This is an optimization exercise on Yosys and OpenROAD, whose aim is small area, not a production implementation. For this run, only the layout was checked, not whether the RTL still works. Power and IR drop assume default switching activity.

===== design.v =====
module iolm_ck6 (
    input  wire [1:0]  len,      
    input  wire [7:0]  b0,
    input  wire [7:0]  b1,
    output wire [5:0]  ck
);
    wire [7:0] r = 8'h52 ^ ((len != 2'd0) ? b0 : 8'h00) ^ (len[1] ? b1 : 8'h00);
    assign ck[5] = r[7] ^ r[5] ^ r[3] ^ r[1];
    assign ck[4] = r[6] ^ r[4] ^ r[2] ^ r[0];
    assign ck[3] = r[7] ^ r[6];
    assign ck[2] = r[5] ^ r[4];
    assign ck[1] = r[3] ^ r[2];
    assign ck[0] = r[1] ^ r[0];
endmodule
module iolm_mseq (
    input  wire [1:0]  sel,       
    input  wire        access,
    input  wire [1:0]  channel,
    input  wire [7:0]  address,
    input  wire [15:0] bytes,     
    input  wire [1:0]  len,
    output reg  [15:0] result,
    output reg         reject
);
    localparam [1:0] FN_MC = 2'b00, FN_CK6 = 2'b01, FN_FRAME = 2'b10, FN_VALID = 2'b11;
    localparam [1:0] TYPE0_TAG = 2'b00;
    wire [7:0] mc       = {access, channel, address[4:0]};
    wire       addr_bad = (address > 8'd31);
    wire [5:0] ck_list;
    iolm_ck6 u_ck_list (.len(len), .b0(bytes[15:8]), .b1(bytes[7:0]), .ck(ck_list));
    wire [5:0] ck_req;
    iolm_ck6 u_ck_req (.len(2'd2), .b0(mc), .b1({TYPE0_TAG, 6'b0}), .ck(ck_req));
    wire [5:0] ck_rsp;
    iolm_ck6 u_ck_rsp (.len(2'd2), .b0(bytes[15:8]), .b1({bytes[7:6], 6'b0}), .ck(ck_rsp));
    wire accept = (bytes[5:0] == ck_rsp);
    always @(*) begin
        result = 16'h0000;
        reject = 1'b0;
        case (sel)
            FN_MC: begin
                result = {8'h00, mc};
                reject = addr_bad;
            end
            FN_CK6: begin
                result = {10'b0, ck_list};
            end
            FN_FRAME: begin
                result = {mc, TYPE0_TAG, ck_req};
                reject = addr_bad;
            end
            default: begin
                result = {5'b0, accept, bytes[7:6], bytes[15:8]};
            end
        endcase
    end
endmodule
module iolm_slot #(
    parameter W = 8
) (
    input  wire         clk,
    input  wire         rst,
    input  wire         put,     
    input  wire [W-1:0] put_data,
    input  wire         take,    
    output reg          full,
    output reg  [W-1:0] data
);
    always @(posedge clk) begin
        if (rst) begin
            full <= 1'b0;
            data <= {W{1'b0}};
        end else begin
            if (put) begin
                full <= 1'b1;
                data <= put_data;
            end else if (take) begin
                full <= 1'b0;
            end
        end
    end
endmodule
module iolm_us_timer (
    input  wire        clk,
    input  wire        clear,
    input  wire        tick_us,
    input  wire [15:0] dur,
    output wire        done
);
    reg [15:0] cnt;
    assign done = (cnt == dur + 16'd1);
    always @(posedge clk) begin
        if (clear)
            cnt <= 16'd0;
        else if (tick_us && !done)
            cnt <= cnt + 16'd1;
    end
endmodule
module iolm_ms_timer (
    input  wire        clk,
    input  wire        clear,
    input  wire        tick_us,
    input  wire [31:0] dur,
    output wire        done
);
    reg [9:0]  us_cnt;
    reg [31:0] ms_cnt;
    assign done = (ms_cnt == dur) && (us_cnt != 10'd0);
    always @(posedge clk) begin
        if (clear) begin
            us_cnt <= 10'd0;
            ms_cnt <= 32'd0;
        end else if (tick_us && !done) begin
            if (us_cnt == 10'd999) begin
                us_cnt <= 10'd0;
                ms_cnt <= ms_cnt + 32'd1;
            end else begin
                us_cnt <= us_cnt + 10'd1;
            end
        end
    end
endmodule
module iolm_pps (
    input  wire        clk,
    input  wire        rst,
    input  wire        tick_us,
    input  wire        req_full,
    input  wire [33:0] req_data,
    output reg         req_take,
    input  wire        cnf_full,
    output reg         cnf_put,
    output reg         pwr_en,
    output reg         pp_state,         
    output reg         timer_active,
    output reg         fatal,
    output reg  [2:0]  fatal_cause
);
    localparam [1:0] EV_ON = 2'd0, EV_OFF = 2'd1, EV_ONETIME = 2'd2, EV_ELAPSED = 2'd3;
    localparam       S_POWERON = 1'b0, S_POWEROFF = 1'b1;
    localparam [1:0] PH_AWAIT = 2'd0, PH_SEND_CNF = 2'd1, PH_HALT = 2'd2;
    localparam [2:0] C_UNDEF = 3'd1, C_INT_FROM_OUTSIDE = 3'd2;
    reg [1:0]  phase;
    reg [31:0] off_time;
    wire [1:0]  ev_code = req_data[33:32];
    wire [31:0] ev_hold = req_data[31:0];
    reg  tmr_clear;
    wire tmr_done;
    iolm_ms_timer u_hold (
        .clk(clk), .clear(tmr_clear), .tick_us(tick_us),
        .dur(off_time), .done(tmr_done)
    );
    wire take_ext = (phase == PH_AWAIT) && req_full;
    wire take_int = (phase == PH_AWAIT) && !req_full && timer_active && tmr_done;
    always @(*) begin
        req_take  = take_ext;
        cnf_put   = (phase == PH_SEND_CNF) && !cnf_full;
        tmr_clear = rst || (phase != PH_AWAIT) || take_ext || take_int;
    end
    always @(posedge clk) begin
        if (rst) begin
            phase        <= PH_AWAIT;
            pp_state     <= S_POWERON;
            timer_active <= 1'b0;
            off_time     <= 32'd0;
            pwr_en       <= 1'b1;
            fatal        <= 1'b0;
            fatal_cause  <= 3'd0;
        end else begin
            fatal <= 1'b0;
            case (phase)
                PH_AWAIT: begin
                    if (take_ext) begin
                        phase <= PH_SEND_CNF;
                        case (ev_code)
                            EV_ON: begin
                                if (pp_state == S_POWEROFF) begin
                                    pwr_en       <= 1'b1;
                                    timer_active <= 1'b0;
                                    pp_state     <= S_POWERON;
                                end
                            end
                            EV_OFF: begin
                                if (pp_state == S_POWERON) begin
                                    pwr_en   <= 1'b0;
                                    pp_state <= S_POWEROFF;
                                end else if (timer_active) begin
                                    fatal       <= 1'b1;
                                    fatal_cause <= C_UNDEF;
                                    phase       <= PH_HALT;
                                end
                            end
                            EV_ONETIME: begin
                                if (pp_state == S_POWERON) begin
                                    pwr_en   <= 1'b0;
                                    pp_state <= S_POWEROFF;
                                end
                                timer_active <= 1'b1;
                                off_time     <= ev_hold;
                            end
                            default: begin
                                fatal       <= 1'b1;
                                fatal_cause <= C_INT_FROM_OUTSIDE;
                                phase       <= PH_HALT;
                            end
                        endcase
                    end else if (take_int) begin
                        if (pp_state == S_POWEROFF) begin
                            pwr_en       <= 1'b1;
                            timer_active <= 1'b0;
                            pp_state     <= S_POWERON;
                        end else begin
                            fatal       <= 1'b1;
                            fatal_cause <= C_UNDEF;
                            phase       <= PH_HALT;
                        end
                    end
                end
                PH_SEND_CNF: begin
                    if (!cnf_full)
                        phase <= PH_AWAIT;
                end
                default: ;  
            endcase
        end
    end
endmodule
module iolm_pl (
    input  wire        clk,
    input  wire        rst,
    input  wire        tick_us,
    input  wire        req_full,
    input  wire [16:0] req_data,
    output wire        req_take,
    input  wire        cnf_full,
    output wire        cnf_put,
    output wire [17:0] cnf_data,
    output reg         cq_oe,
    output reg         rp_start,
    input  wire        rp_done,
    output reg         xchg_start,
    output reg  [15:0] xchg_req,
    input  wire        xchg_done,
    input  wire        xchg_ok,
    input  wire [15:0] xchg_rsp
);
    localparam [2:0] PH_AWAIT_REQ = 3'd0, PH_WU_WAIT1 = 3'd1, PH_WU_WAIT2 = 3'd2,
                     PH_WU_PULSE  = 3'd3, PH_WU_WAIT3 = 3'd4, PH_XCHG     = 3'd5,
                     PH_SEND_CNF  = 3'd6;
    localparam [15:0] T_WU_STEP = 16'd10, T_REN_MINUS_T_WU = 16'd480;
    reg [2:0]  phase;
    reg [17:0] pend_cnf;
    reg  [15:0] wait_dur;
    reg         wait_clear;
    wire        wait_done;
    iolm_us_timer u_wait (
        .clk(clk), .clear(wait_clear), .tick_us(tick_us),
        .dur(wait_dur), .done(wait_done)
    );
    assign req_take = (phase == PH_AWAIT_REQ) && req_full;
    assign cnf_put  = (phase == PH_SEND_CNF) && !cnf_full;
    assign cnf_data = pend_cnf;
    wire pulse_back = (phase == PH_WU_PULSE) && rp_done && !rp_start;
    wire xchg_back  = (phase == PH_XCHG) && xchg_done && !xchg_start;
    always @(*) begin
        wait_dur   = (phase == PH_WU_PULSE) ? T_REN_MINUS_T_WU : T_WU_STEP;
        wait_clear = rst || req_take || (phase == PH_WU_WAIT1 && wait_done) || pulse_back;
    end
    always @(posedge clk) begin
        if (rst) begin
            phase      <= PH_AWAIT_REQ;
            cq_oe      <= 1'b0;
            rp_start   <= 1'b0;
            xchg_start <= 1'b0;
            xchg_req   <= 16'h0000;
            pend_cnf   <= 18'd0;
        end else begin
            rp_start   <= 1'b0;
            xchg_start <= 1'b0;
            case (phase)
                PH_AWAIT_REQ: begin
                    if (req_full) begin
                        if (req_data[16]) begin
                            xchg_start <= 1'b1;
                            xchg_req   <= req_data[15:0];
                            phase      <= PH_XCHG;
                        end else begin
                            cq_oe <= 1'b0;
                            phase <= PH_WU_WAIT1;
                        end
                    end
                end
                PH_WU_WAIT1: begin
                    if (wait_done) begin
                        cq_oe <= 1'b1;
                        phase <= PH_WU_WAIT2;
                    end
                end
                PH_WU_WAIT2: begin
                    if (wait_done) begin
                        rp_start <= 1'b1;
                        phase    <= PH_WU_PULSE;
                    end
                end
                PH_WU_PULSE: begin
                    if (pulse_back) begin
                        cq_oe <= 1'b0;
                        phase <= PH_WU_WAIT3;
                    end
                end
                PH_WU_WAIT3: begin
                    if (wait_done) begin
                        pend_cnf <= {1'b0, 1'b0, 16'h0000};
                        phase    <= PH_SEND_CNF;
                    end
                end
                PH_XCHG: begin
                    if (xchg_back) begin
                        pend_cnf <= {1'b1, xchg_ok, xchg_rsp};
                        phase    <= PH_SEND_CNF;
                    end
                end
                PH_SEND_CNF: begin
                    if (!cnf_full)
                        phase <= PH_AWAIT_REQ;
                end
                default: phase <= PH_AWAIT_REQ;
            endcase
        end
    end
endmodule
module iolm_mh (
    input  wire        clk,
    input  wire        rst,
    input  wire        req_full,
    input  wire [1:0]  req_data,
    output wire        req_take,
    input  wire        cnf_full,
    output wire        cnf_put,
    output wire [1:0]  cnf_data,
    input  wire        plreq_full,
    output wire        plreq_put,
    output wire [16:0] plreq_data,
    input  wire        plcnf_full,
    input  wire [17:0] plcnf_data,
    output wire        plcnf_take,
    output reg  [1:0]  mh_state,
    output reg  [1:0]  mh_rate,
    output reg  [7:0]  mh_od,
    output reg  [1:0]  mh_flags,
    output reg  [1:0]  mh_result,
    output reg         fatal,
    output reg  [2:0]  fatal_cause
);
    localparam [1:0] S_INACTIVE = 2'd0, S_AWAIT_REPLY = 2'd1, S_STARTUP = 2'd2;
    localparam [2:0] PH_AWAIT_EVENT = 3'd0, PH_SEND_PL = 3'd1, PH_AWAIT_PL = 3'd2,
                     PH_SEND_CNF = 3'd3, PH_HALT = 3'd4;
    localparam [1:0] R_OK = 2'd0, R_TIMEOUT = 2'd1, R_INVALID = 2'd2;
    localparam [2:0] C_MH_UNDEF = 3'd4, C_RESERVED = 3'd5;
    localparam       ACC_READ = 1'b1;
    localparam [1:0] CH_PAGE = 2'd1;
    localparam [7:0] MINCYCLETIME_ADDR = 8'h02;
    reg [2:0]  phase;
    reg [15:0] mh_req;
    reg [15:0] mh_rsp;
    wire [15:0] frame;
    wire        frame_reject;
    iolm_mseq u_frame (
        .sel(2'b10), .access(ACC_READ), .channel(CH_PAGE), .address(MINCYCLETIME_ADDR),
        .bytes(16'h0000), .len(2'd0), .result(frame), .reject(frame_reject)
    );
    wire [15:0] check;
    wire        check_reject;
    iolm_mseq u_check (
        .sel(2'b11), .access(1'b0), .channel(2'd0), .address(8'd0),
        .bytes(plcnf_data[15:0]), .len(2'd2), .result(check), .reject(check_reject)
    );
    wire reply_ok = plcnf_data[16];
    wire accept   = check[10];
    assign req_take   = (phase == PH_AWAIT_EVENT) && req_full;
    assign plreq_put  = (phase == PH_SEND_PL) && !plreq_full;
    assign plreq_data = {1'b1, mh_req};
    assign plcnf_take = (phase == PH_AWAIT_PL) && plcnf_full;
    assign cnf_put    = (phase == PH_SEND_CNF) && !cnf_full;
    assign cnf_data   = mh_result;
    always @(posedge clk) begin
        if (rst) begin
            phase       <= PH_AWAIT_EVENT;
            mh_state    <= S_INACTIVE;
            mh_rate     <= 2'd0;
            mh_result   <= R_OK;
            mh_req      <= 16'h0000;
            fatal       <= 1'b0;
            fatal_cause <= 3'd0;
        end else begin
            fatal <= 1'b0;
            case (phase)
                PH_AWAIT_EVENT: begin
                    if (req_full) begin
                        if (req_data == 2'b00) begin
                            fatal       <= 1'b1;
                            fatal_cause <= C_RESERVED;
                            phase       <= PH_HALT;
                        end else if (mh_state == S_STARTUP) begin
                            fatal       <= 1'b1;
                            fatal_cause <= C_MH_UNDEF;
                            phase       <= PH_HALT;
                        end else begin
                            mh_rate  <= req_data;
                            mh_req   <= frame;
                            mh_state <= S_AWAIT_REPLY;
                            phase    <= PH_SEND_PL;
                        end
                    end
                end
                PH_SEND_PL: begin
                    if (!plreq_full)
                        phase <= PH_AWAIT_PL;
                end
                PH_AWAIT_PL: begin
                    if (plcnf_full) begin
                        if (reply_ok) begin
                            if (accept) begin
                                mh_result <= R_OK;
                                mh_state  <= S_STARTUP;
                            end else begin
                                mh_result <= R_INVALID;
                                mh_state  <= S_INACTIVE;
                            end
                        end else begin
                            mh_result <= R_TIMEOUT;
                            mh_state  <= S_INACTIVE;
                        end
                        phase <= PH_SEND_CNF;
                    end
                end
                PH_SEND_CNF: begin
                    if (!cnf_full)
                        phase <= PH_AWAIT_EVENT;
                end
                default: ;  
            endcase
        end
    end
    always @(posedge clk) begin
        if (!rst && phase == PH_AWAIT_PL && plcnf_full && reply_ok) begin
            mh_rsp <= plcnf_data[15:0];
            if (accept) begin
                mh_od    <= check[7:0];
                mh_flags <= check[9:8];
            end
        end
    end
endmodule
module iolm_dlm (
    input  wire        clk,
    input  wire        rst,
    input  wire        tick_us,
    input  wire        safety_mode,
    input  wire        req_full,
    input  wire [1:0]  req_data,
    output wire        req_take,
    input  wire        cnf_full,
    output wire        cnf_put,
    output wire [5:0]  cnf_data,
    input  wire        ppsreq_full,
    output wire        ppsreq_put,
    output wire [33:0] ppsreq_data,
    input  wire        ppscnf_full,
    output wire        ppscnf_take,
    input  wire        plreq_full,
    output wire        plreq_put,
    output wire [16:0] plreq_data,
    input  wire        plcnf_full,
    output wire        plcnf_take,
    input  wire        mhreq_full,
    output wire        mhreq_put,
    output wire [1:0]  mhreq_data,
    input  wire        mhcnf_full,
    output wire        mhcnf_take,
    output reg         rdy_start,
    output wire [31:0] rdy_timeout_ms,
    input  wire        rdy_done,
    input  wire        rdy_result,
    output reg  [2:0]  dl_state,
    output reg         fatal,
    output reg  [2:0]  fatal_cause
);
    localparam [2:0] S_IDLE = 3'd0, S_ESTABLISH = 3'd1, S_WAIT_PWR = 3'd2,
                     S_WAIT_READY = 3'd3, S_WURQ = 3'd4, S_COM2 = 3'd5;
    localparam [3:0] PH_AWAIT_SETMODE = 4'd0,  PH_SEND_CNF   = 4'd1,  PH_SEND_PPS = 4'd2,
                     PH_AWAIT_PPS     = 4'd3,  PH_AWAIT_READY = 4'd4, PH_SEND_PL  = 4'd5,
                     PH_AWAIT_PL      = 4'd6,  PH_WAIT_DMT   = 4'd7,  PH_SEND_MH  = 4'd8,
                     PH_AWAIT_MH      = 4'd9,  PH_WAIT_SETTLE = 4'd10, PH_DONE    = 4'd11,
                     PH_HALT          = 4'd12;
    localparam [1:0]  M_STARTUP = 2'd1;
    localparam [1:0]  EV_ONETIME = 2'd2;
    localparam [1:0]  RATE_COM2 = 2'd2;
    localparam [31:0] MIN_SHUTDOWN_MS = 32'd3000;
    localparam [31:0] TIME_TO_READY_MS = 32'd5000;
    localparam [31:0] T_DMT_MS = 32'd1;
    localparam [31:0] T_SETTLE_MS = 32'd2;
    localparam [2:0]  C_DLM_UNDEF = 3'd3;
    reg [3:0] phase;
    reg [5:0] pend_cnf;
    reg [7:0] retry;     
    reg  tmr_clear;
    wire tmr_done;
    iolm_ms_timer u_wait (
        .clk(clk), .clear(tmr_clear), .tick_us(tick_us),
        .dur((phase == PH_WAIT_SETTLE) ? T_SETTLE_MS : T_DMT_MS), .done(tmr_done)
    );
    wire rdy_back = (phase == PH_AWAIT_READY) && rdy_done && !rdy_start;
    assign rdy_timeout_ms = TIME_TO_READY_MS;
    assign req_take    = ((phase == PH_AWAIT_SETMODE) || (phase == PH_DONE)) && req_full;
    assign cnf_put     = (phase == PH_SEND_CNF) && !cnf_full;
    assign cnf_data    = pend_cnf;
    assign ppsreq_put  = (phase == PH_SEND_PPS) && !ppsreq_full;
    assign ppsreq_data = {EV_ONETIME, MIN_SHUTDOWN_MS};
    assign ppscnf_take = (phase == PH_AWAIT_PPS) && ppscnf_full;
    assign plreq_put   = (phase == PH_SEND_PL) && !plreq_full;
    assign plreq_data  = {1'b0, 16'h0000};
    assign plcnf_take  = (phase == PH_AWAIT_PL) && plcnf_full;
    assign mhreq_put   = (phase == PH_SEND_MH) && !mhreq_full;
    assign mhreq_data  = RATE_COM2;
    assign mhcnf_take  = (phase == PH_AWAIT_MH) && mhcnf_full;
    always @(*) begin
        tmr_clear = rst || plcnf_take || mhcnf_take;
    end
    always @(posedge clk) begin
        if (rst) begin
            phase       <= PH_AWAIT_SETMODE;
            dl_state    <= S_IDLE;
            retry       <= 8'd0;
            pend_cnf    <= 6'd0;
            rdy_start   <= 1'b0;
            fatal       <= 1'b0;
            fatal_cause <= 3'd0;
        end else begin
            rdy_start <= 1'b0;
            fatal     <= 1'b0;
            case (phase)
                PH_AWAIT_SETMODE: begin
                    if (req_full) begin
                        if (req_data == M_STARTUP) begin
                            if (safety_mode) begin
                                dl_state <= S_WAIT_PWR;
                            end else begin
                                retry    <= 8'd0;
                                dl_state <= S_ESTABLISH;
                            end
                            pend_cnf <= 6'd0;
                        end else begin
                            pend_cnf <= {1'b1, S_IDLE, req_data};
                        end
                        phase <= PH_SEND_CNF;
                    end
                end
                PH_SEND_CNF: begin
                    if (!cnf_full) begin
                        case (dl_state)
                            S_WAIT_PWR:  phase <= PH_SEND_PPS;
                            S_ESTABLISH: begin
                                dl_state <= S_WURQ;
                                phase    <= PH_SEND_PL;
                            end
                            default:     phase <= PH_AWAIT_SETMODE;
                        endcase
                    end
                end
                PH_SEND_PPS: begin
                    if (!ppsreq_full)
                        phase <= PH_AWAIT_PPS;
                end
                PH_AWAIT_PPS: begin
                    if (ppscnf_full) begin
                        dl_state  <= S_WAIT_READY;
                        rdy_start <= 1'b1;
                        phase     <= PH_AWAIT_READY;
                    end
                end
                PH_AWAIT_READY: begin
                    if (rdy_back) begin
                        if (rdy_result == 1'b0) begin
                            retry    <= 8'd0;
                            dl_state <= S_WURQ;
                            phase    <= PH_SEND_PL;
                        end else begin
                            dl_state <= S_IDLE;
                            phase    <= PH_AWAIT_SETMODE;
                        end
                    end
                end
                PH_SEND_PL: begin
                    if (!plreq_full)
                        phase <= PH_AWAIT_PL;
                end
                PH_AWAIT_PL: begin
                    if (plcnf_full) begin
                        dl_state <= S_COM2;
                        phase    <= PH_WAIT_DMT;
                    end
                end
                PH_WAIT_DMT: begin
                    if (tmr_done)
                        phase <= PH_SEND_MH;
                end
                PH_SEND_MH: begin
                    if (!mhreq_full)
                        phase <= PH_AWAIT_MH;
                end
                PH_AWAIT_MH: begin
                    if (mhcnf_full)
                        phase <= PH_WAIT_SETTLE;
                end
                PH_WAIT_SETTLE: begin
                    if (tmr_done)
                        phase <= PH_DONE;
                end
                PH_DONE: begin
                    if (req_full) begin
                        fatal       <= 1'b1;
                        fatal_cause <= C_DLM_UNDEF;
                        phase       <= PH_HALT;
                    end
                end
                default: ;  
            endcase
        end
    end
endmodule
module iolm_core (
    input  wire        clk,
    input  wire        rst,
    input  wire        cfg_safety_mode,
    input  wire        tick_us,
    input  wire        dl_req_valid,
    input  wire [1:0]  dl_req_mode,
    output wire        dl_req_ready,
    output wire        dl_cnf_valid,
    output wire [5:0]  dl_cnf_result,
    input  wire        dl_cnf_ready,
    output wire        cq_oe,
    input  wire        cq_in,
    output wire        pwr_en,
    output wire        rp_start,
    input  wire        rp_done,
    output wire        rdy_start,
    output wire [31:0] rdy_timeout_ms,
    input  wire        rdy_done,
    input  wire        rdy_result,
    output wire        xchg_start,
    output wire [15:0] xchg_req,
    input  wire        xchg_done,
    input  wire        xchg_ok,
    input  wire [15:0] xchg_rsp,
    input  wire [1:0]  fn_sel,
    input  wire        fn_access,
    input  wire [1:0]  fn_channel,
    input  wire [7:0]  fn_address,
    input  wire [15:0] fn_bytes,
    input  wire [1:0]  fn_len,
    output wire [15:0] fn_result,
    output wire        fn_reject,
    output wire [2:0]  st_dl_state,
    output wire        st_pp_state,
    output wire        st_pp_timer_active,
    output wire [1:0]  st_mh_state,
    output wire [1:0]  st_mh_rate,
    output wire [7:0]  st_mh_od,
    output wire [1:0]  st_mh_flags,
    output wire [1:0]  st_mh_result,
    output wire        st_fault,
    output wire [2:0]  st_fault_cause,
    output wire        st_safety_mode
);
    reg safety_mode;
    always @(posedge clk) begin
        if (rst)
            safety_mode <= cfg_safety_mode;
    end
    iolm_mseq u_fn (
        .sel(fn_sel), .access(fn_access), .channel(fn_channel), .address(fn_address),
        .bytes(fn_bytes), .len(fn_len), .result(fn_result), .reject(fn_reject)
    );
    wire        dlreq_full;  wire [1:0]  dlreq_data;  wire dlreq_take;
    wire        dlcnf_full;  wire [5:0]  dlcnf_data;  wire dlcnf_put;  wire [5:0]  dlcnf_pdata;
    wire        ppsreq_full; wire [33:0] ppsreq_data; wire ppsreq_put; wire [33:0] ppsreq_pdata; wire ppsreq_take;
    wire        ppscnf_full; wire        ppscnf_put;  wire ppscnf_take;
    wire        plreq_full;  wire [16:0] plreq_data;  wire plreq_take;
    wire        plcnf_full;  wire [17:0] plcnf_data;  wire plcnf_put;  wire [17:0] plcnf_pdata;
    wire        mhreq_full;  wire [1:0]  mhreq_data;  wire mhreq_put;  wire [1:0]  mhreq_pdata; wire mhreq_take;
    wire        mhcnf_full;  wire [1:0]  mhcnf_data;  wire mhcnf_put;  wire [1:0]  mhcnf_pdata; wire mhcnf_take;
    wire        dlm_plreq_put, mh_plreq_put;
    wire [16:0] dlm_plreq_data, mh_plreq_data;
    wire        dlm_plcnf_take, mh_plcnf_take;
    wire        plreq_put   = dlm_plreq_put | mh_plreq_put;
    wire [16:0] plreq_pdata = dlm_plreq_put ? dlm_plreq_data : mh_plreq_data;
    wire        plcnf_take  = dlm_plcnf_take | mh_plcnf_take;
    wire dlreq_put  = dl_req_valid && !dlreq_full;
    wire dlcnf_take = dlcnf_full && dl_cnf_ready;
    iolm_slot #(.W(2))  s_dlreq  (.clk(clk), .rst(rst), .put(dlreq_put),  .put_data(dl_req_mode),
                                  .take(dlreq_take),  .full(dlreq_full),  .data(dlreq_data));
    iolm_slot #(.W(6))  s_dlcnf  (.clk(clk), .rst(rst), .put(dlcnf_put),  .put_data(dlcnf_pdata),
                                  .take(dlcnf_take),  .full(dlcnf_full),  .data(dlcnf_data));
    iolm_slot #(.W(34)) s_ppsreq (.clk(clk), .rst(rst), .put(ppsreq_put), .put_data(ppsreq_pdata),
                                  .take(ppsreq_take), .full(ppsreq_full), .data(ppsreq_data));
    wire ppscnf_unused;
    iolm_slot #(.W(1))  s_ppscnf (.clk(clk), .rst(rst), .put(ppscnf_put), .put_data(1'b1),
                                  .take(ppscnf_take), .full(ppscnf_full), .data(ppscnf_unused));
    iolm_slot #(.W(17)) s_plreq  (.clk(clk), .rst(rst), .put(plreq_put),  .put_data(plreq_pdata),
                                  .take(plreq_take),  .full(plreq_full),  .data(plreq_data));
    iolm_slot #(.W(18)) s_plcnf  (.clk(clk), .rst(rst), .put(plcnf_put),  .put_data(plcnf_pdata),
                                  .take(plcnf_take),  .full(plcnf_full),  .data(plcnf_data));
    iolm_slot #(.W(2))  s_mhreq  (.clk(clk), .rst(rst), .put(mhreq_put),  .put_data(mhreq_pdata),
                                  .take(mhreq_take),  .full(mhreq_full),  .data(mhreq_data));
    iolm_slot #(.W(2))  s_mhcnf  (.clk(clk), .rst(rst), .put(mhcnf_put),  .put_data(mhcnf_pdata),
                                  .take(mhcnf_take),  .full(mhcnf_full),  .data(mhcnf_data));
    assign dl_req_ready  = !dlreq_full;
    assign dl_cnf_valid  = dlcnf_full;
    assign dl_cnf_result = dlcnf_data;
    wire       dlm_fatal, pps_fatal, mh_fatal;
    wire [2:0] dlm_cause, pps_cause, mh_cause;
    wire       pp_state, pp_timer_active;
    wire [2:0] dl_state;
    wire [1:0] mh_state, mh_rate, mh_flags, mh_result;
    wire [7:0] mh_od;
    wire [1:0] mhcnf_unused = mhcnf_data;
    iolm_dlm u_dlm (
        .clk(clk), .rst(rst), .tick_us(tick_us), .safety_mode(safety_mode),
        .req_full(dlreq_full), .req_data(dlreq_data), .req_take(dlreq_take),
        .cnf_full(dlcnf_full), .cnf_put(dlcnf_put), .cnf_data(dlcnf_pdata),
        .ppsreq_full(ppsreq_full), .ppsreq_put(ppsreq_put), .ppsreq_data(ppsreq_pdata),
        .ppscnf_full(ppscnf_full), .ppscnf_take(ppscnf_take),
        .plreq_full(plreq_full), .plreq_put(dlm_plreq_put), .plreq_data(dlm_plreq_data),
        .plcnf_full(plcnf_full), .plcnf_take(dlm_plcnf_take),
        .mhreq_full(mhreq_full), .mhreq_put(mhreq_put), .mhreq_data(mhreq_pdata),
        .mhcnf_full(mhcnf_full), .mhcnf_take(mhcnf_take),
        .rdy_start(rdy_start), .rdy_timeout_ms(rdy_timeout_ms),
        .rdy_done(rdy_done), .rdy_result(rdy_result),
        .dl_state(dl_state), .fatal(dlm_fatal), .fatal_cause(dlm_cause)
    );
    iolm_pps u_pps (
        .clk(clk), .rst(rst), .tick_us(tick_us),
        .req_full(ppsreq_full), .req_data(ppsreq_data), .req_take(ppsreq_take),
        .cnf_full(ppscnf_full), .cnf_put(ppscnf_put),
        .pwr_en(pwr_en), .pp_state(pp_state), .timer_active(pp_timer_active),
        .fatal(pps_fatal), .fatal_cause(pps_cause)
    );
    iolm_pl u_pl (
        .clk(clk), .rst(rst), .tick_us(tick_us),
        .req_full(plreq_full), .req_data(plreq_data), .req_take(plreq_take),
        .cnf_full(plcnf_full), .cnf_put(plcnf_put), .cnf_data(plcnf_pdata),
        .cq_oe(cq_oe), .rp_start(rp_start), .rp_done(rp_done),
        .xchg_start(xchg_start), .xchg_req(xchg_req), .xchg_done(xchg_done),
        .xchg_ok(xchg_ok), .xchg_rsp(xchg_rsp)
    );
    iolm_mh u_mh (
        .clk(clk), .rst(rst),
        .req_full(mhreq_full), .req_data(mhreq_data), .req_take(mhreq_take),
        .cnf_full(mhcnf_full), .cnf_put(mhcnf_put), .cnf_data(mhcnf_pdata),
        .plreq_full(plreq_full), .plreq_put(mh_plreq_put), .plreq_data(mh_plreq_data),
        .plcnf_full(plcnf_full), .plcnf_data(plcnf_data), .plcnf_take(mh_plcnf_take),
        .mh_state(mh_state), .mh_rate(mh_rate), .mh_od(mh_od), .mh_flags(mh_flags),
        .mh_result(mh_result), .fatal(mh_fatal), .fatal_cause(mh_cause)
    );
    reg       fault;
    reg [2:0] fault_cause;
    always @(posedge clk) begin
        if (rst) begin
            fault       <= 1'b0;
            fault_cause <= 3'd0;
        end else if (!fault) begin
            if (pps_fatal) begin
                fault       <= 1'b1;
                fault_cause <= pps_cause;
            end else if (dlm_fatal) begin
                fault       <= 1'b1;
                fault_cause <= dlm_cause;
            end else if (mh_fatal) begin
                fault       <= 1'b1;
                fault_cause <= mh_cause;
            end
        end
    end
    assign st_dl_state        = dl_state;
    assign st_pp_state        = pp_state;
    assign st_pp_timer_active = pp_timer_active;
    assign st_mh_state        = mh_state;
    assign st_mh_rate         = mh_rate;
    assign st_mh_od           = mh_od;
    assign st_mh_flags        = mh_flags;
    assign st_mh_result       = mh_result;
    assign st_fault           = fault;
    assign st_fault_cause     = fault_cause;
    assign st_safety_mode     = safety_mode;
endmodule

===== constraint.sdc =====
create_clock -name core_clock -period 10.0 [get_ports {clk}]
set_input_delay 2.0000 -clock core_clock [delete_from_list [all_inputs] [get_ports {clk}]]
set_output_delay 2.0000 -clock core_clock [all_outputs]
set_load 0.01 [all_outputs]

===== run.sh =====
#!/bin/bash
# synth_recipe.tcl (not shown) runs the flow's synth.tcl, then flattens the netlist and writes it again
# the make line also repeats each setting of config.mk as NAME=value (left out here)
make -C /OpenROAD-flow-scripts/flow DESIGN_CONFIG=/design/flow/config.mk WORK_HOME=/design/flow/orfs CLKGATE_MAP_FILE= SYNTH_SCRIPT=/design/flow/synth_recipe.tcl finish

===== config.mk =====
export PLATFORM = sky130hd
export DESIGN_NAME = iolm_core
export DESIGN_NICKNAME = iolm_core
export VERILOG_FILES = /design/flow/design.v
export SDC_FILE = /design/flow/constraint.sdc
export NUM_CORES = 4
export LEC_CHECK = 0
export CAP_MARGIN = 20
export CORE_MARGIN = 2
export CORE_UTILIZATION = 40
export SLEW_MARGIN = 20

==> results_dict.tcl <==
set metrics [dict create \
    status "timing/DRC/antenna clean" \
    cts_buffers 24 \
    cts-resized-gates 0 \
    ys_types 68 \
    synth_flop_cell "dfxtp_1" \
    gr-usage-met1_pct 22.28 \
    crit_path_max_fanout 19 \
    coreArea_sq_um 25980 \
    stdcell_area_sq_um 12500 \
    crit_arrival_ps 4280 \
    first_pass_iters 5 \
    crit_path_max_incr_delay_ps 920 \
    cts_tree "yes" \
    wl_mm 23.61 \
    finalHoldViolCount 0 \
    endpoint_kind "output port" \
    final.setup.tns_ps 0 \
    ctsHoldBuffers 0 \
    grt_pass1_vias 8245 \
    syn_avg_cell_area_sq_um 8.268 \
    viasPerCell 5.102 \
    power_mw 2.008 \
    yosys.area.top_type "dfxtp_1" \
    clk_latency_ps 510 \
    grtUsageTotal_pct 16.47 \
    clock.fmax_ghz 0.1593 \
    p_per_area_nw_per_um2 160.7 \
    cp_top_family "buffers and inverters" \
    crit_buf_inv 2 \
    period_needed_ps 6278 \
    grt-busiest-layer "met2" \
    synth-edff-count 11 \
    ys_async_sr_fraction_pct 0 \
    cts_max_path_buffers 3 \
    start_util_pct 40.73 \
    crit_top_cell "clkdlybuf4s50_1" \
    post-route-period-util_pct 62.78 \
    synthCells 1280 \
    drtAntennaViolNets 0 \
    grt_pass1_wl_mm 39.74 \
    dr_total_vias 8776 \
    maxSlewViolCount 0 \
    ys_seq_elements 207 \
    ir_worst_vdd_v 0.0001129 \
    cts-root-buf "clkbuf_16" \
    synth-seq-area-share_pct 40.20 \
    hp-class "reg2reg" \
    worstMarginPinSlew_ps 885.0 \
    postCtsSetupRepairBufs 0 \
    nNetsFinal 1439 \
    grt_setup_unrepaired "false" \
    syn2layout_area_growth_pct 18.09 \
    cts.sinks 207 \
    setup_viol 0 \
    port_buffers 114 \
    grt_antenna_before_repair 0 \
    htreeDepth 1 \
    seq_area_sq_um 4254 \
    place_worst_setup_slack_ps 3722 \
    path_class "in2out" \
    clock_skew_ps 11.51 \
    dpl_cell_area_sq_um 11760 \
    yosys_warnings 14 \
    mappedNetlistArea_sq_um 10580 \
    dp_hpwl_mm 16.77 \
    place_congestion 0.8430 \
    diodes 0 \
    drv_cap 0 \
    rows 59 \
    path_cells "clkdlybuf4s50_1, and2_1, nand2_1, nor4_1, a32o_1, clkdlybuf4s50_1" \
    cp_slowest_cell "clkdlybuf4s50_1" \
    max_slew_margin_pct 40.51 \
    num-fill-cells 2542 \
    io_pins 165 \
    cts.clk_slew.worst_paths_ps 50 \
    start_kind "input pin" \
    p_leak_nw 4.343 \
    ys_top_cells_by_area "dfxtp_1, nor2_1, xnor2_1" \
    die_area_sq_um 27770 \
    avgRoutedWirePerCell_microns 13.73 \
    grt_overflow 0 \
    drt_iter0_drc 565 \
    met3_usage_pct 2.685 \
    drc 0 \
    multi_input_area_sq_um 5756 \
    drive_gt1_share_pct 4.838 \
    grt.met2_usage_pct 27.67 \
    die_w_microns 166.7 \
    die_height_microns 166.7 \
    grt_max_degree 66 \
    timing.final.ws_setup_ps 3722 \
    holdWs_ps 447.0 \
    synth_top_area_share_pct 37.08 \
    required_ps 8000 \
]
[cell usage after synthesis, drive strengths merged, types with 4 or more instances]
| cell type | n |
|---|---|
| nand2 | 117 |
| a22o | 4 |
| and4 | 8 |
| nor4b | 6 |
| a31oi | 6 |
| inv | 42 |
| buf | 63 |
| or4 | 9 |
| mux2i | 16 |
| a21oi | 86 |
| nor3b | 4 |
| o21ai | 34 |
| nand3 | 55 |
| nor4 | 27 |
| xor2 | 59 |
| edfxtp | 11 |
| a311oi | 4 |
| nand4 | 27 |
| nand2b | 6 |
| and3 | 15 |
| dfxtp | 196 |
| clkbuf | 41 |
| o21a | 5 |
| ha | 10 |
| nor3 | 32 |
| nand3b | 6 |
| xnor2 | 77 |
| or2 | 7 |
| and2 | 6 |
| or3 | 22 |
| nor2 | 188 |
| a211oi | 13 |
| a22oi | 20 |
| nor2b | 16 |
[area by class of cell]
type	count	share of cell area, %
Clock buffer	37	5.607
Clock inverter	6	0.2703
Inverter	42	1.262
Multi-Input combinational cell	974	46.06
Sequential cell	207	34.04
Tap cell	335	3.354
Timing Repair Buffer	119	9.411
[cell families after synthesis]
logic type / Yosys count / synth area share, %
other cells: 2 / 0.07097
compound gates: 198 / 11.53
xor+xnor: 136 / 11.26
buf+inv: 146 / 7.165
flops: 207 / 40.20
fa+ha+maj: 10 / 1.182
mux: 19 / 2.152
simple gates: 562 / 26.45
[path summary, 6_finish.rpt]
path         depth (start not counted)                    startpoint                                   to  slack [ps]
min reg2reg                          2  u_mh.mh_rate[1]$_SDFFE_PP0P_         u_mh.mh_rate[1]$_SDFFE_PP0P_         450
max reg2reg                          6   u_dlm.phase[3]$_SDFFE_PP0P_  u_dlm.u_wait.us_cnt[5]$_SDFFE_PP0P_        6930
min                                  2  u_mh.mh_rate[1]$_SDFFE_PP0P_         u_mh.mh_rate[1]$_SDFFE_PP0P_         450
max                                  6                     fn_sel[0]                        fn_result[10]        3720
[registers in the layout, summed over array words and instances, names as in the netlist, 4 cells and up]
name	cells
u_pps.u_hold.us_cnt	10
u_dlm.u_wait.us_cnt	10
u_dlm.u_wait.ms_cnt	32
u_pps.u_hold.ms_cnt	32
u_mh.mh_od	8
u_dlm.phase	4
s_plcnf.data	17
u_pl.u_wait.cnt	16
u_pl.pend_cnf	17
[through the flow]
step	instances	utilization, %
floorplan	1327	-
global placement	1677	45.27
detailed placement	1677	45.27
CTS	1720	48.09
global route	1720	48.09
finish	1720	48.09
[cells in the final DEF (no fill, tap or decap), types with 25 or more instances in the layout]
master and n:
xor2_1 59, clkdlybuf4s50_1 113, dfxtp_1 196, nand2_1 117, xnor2_1 77, nor2_1 186
inv_1 42, o21ai_0 33, nand3_1 55, nand4_1 26, a21oi_1 86, clkbuf_16 25
nor3_1 31, conb_1 49
[per-layer routing]
layer | up-vias | routed length [microns]
met5 | - | 0
met4 | 0 | 408
met3 | 30 | 1008
met2 | 145 | 10980
met1 | 4088 | 11210
li1 | 4513 | -
[worst reg2reg max path, cell delays in order (launching register included)]
cell and delay [ps]:
dfxtp_1 810, nor4bb_1 490, mux2i_1 150, a31oi_1 630
a211oi_1 330, or2_0 430, nor2_1 170
[power breakdown]
part           internal (mW)  switching [mW]  leakage (nW)
Sequential             0.852          0.0394          1.68
Clock                  0.481           0.331         0.364
Combinational          0.132           0.173          2.30

-- port drivers added, routing unchanged --
In the flow no input, the clock included, has a driving cell. The finished layout below was timed again as built, in two steps. Step 1 assumes that a clkbuf_16 drives the clock port and a buf_2 every other input. Step 2, shift: input delay + t, output delay - t, t = (earliest + latest rising clock arrival at the registers) / 2. This alone moves slack from input paths to output paths. Slacks: ideal ports / drivers / drivers and shift; pairs: ideal ports / drivers.
t, ns: 0.553
setup WS [ns]: 3.722 / 3.692 / 3.692
hold slack, ns: 0.447 / 0.447 / 0.447
After both steps this run still meets setup and hold. For this run, drivers alone change the setup slack by -0.030 ns; drivers and shift together by -0.030 ns.
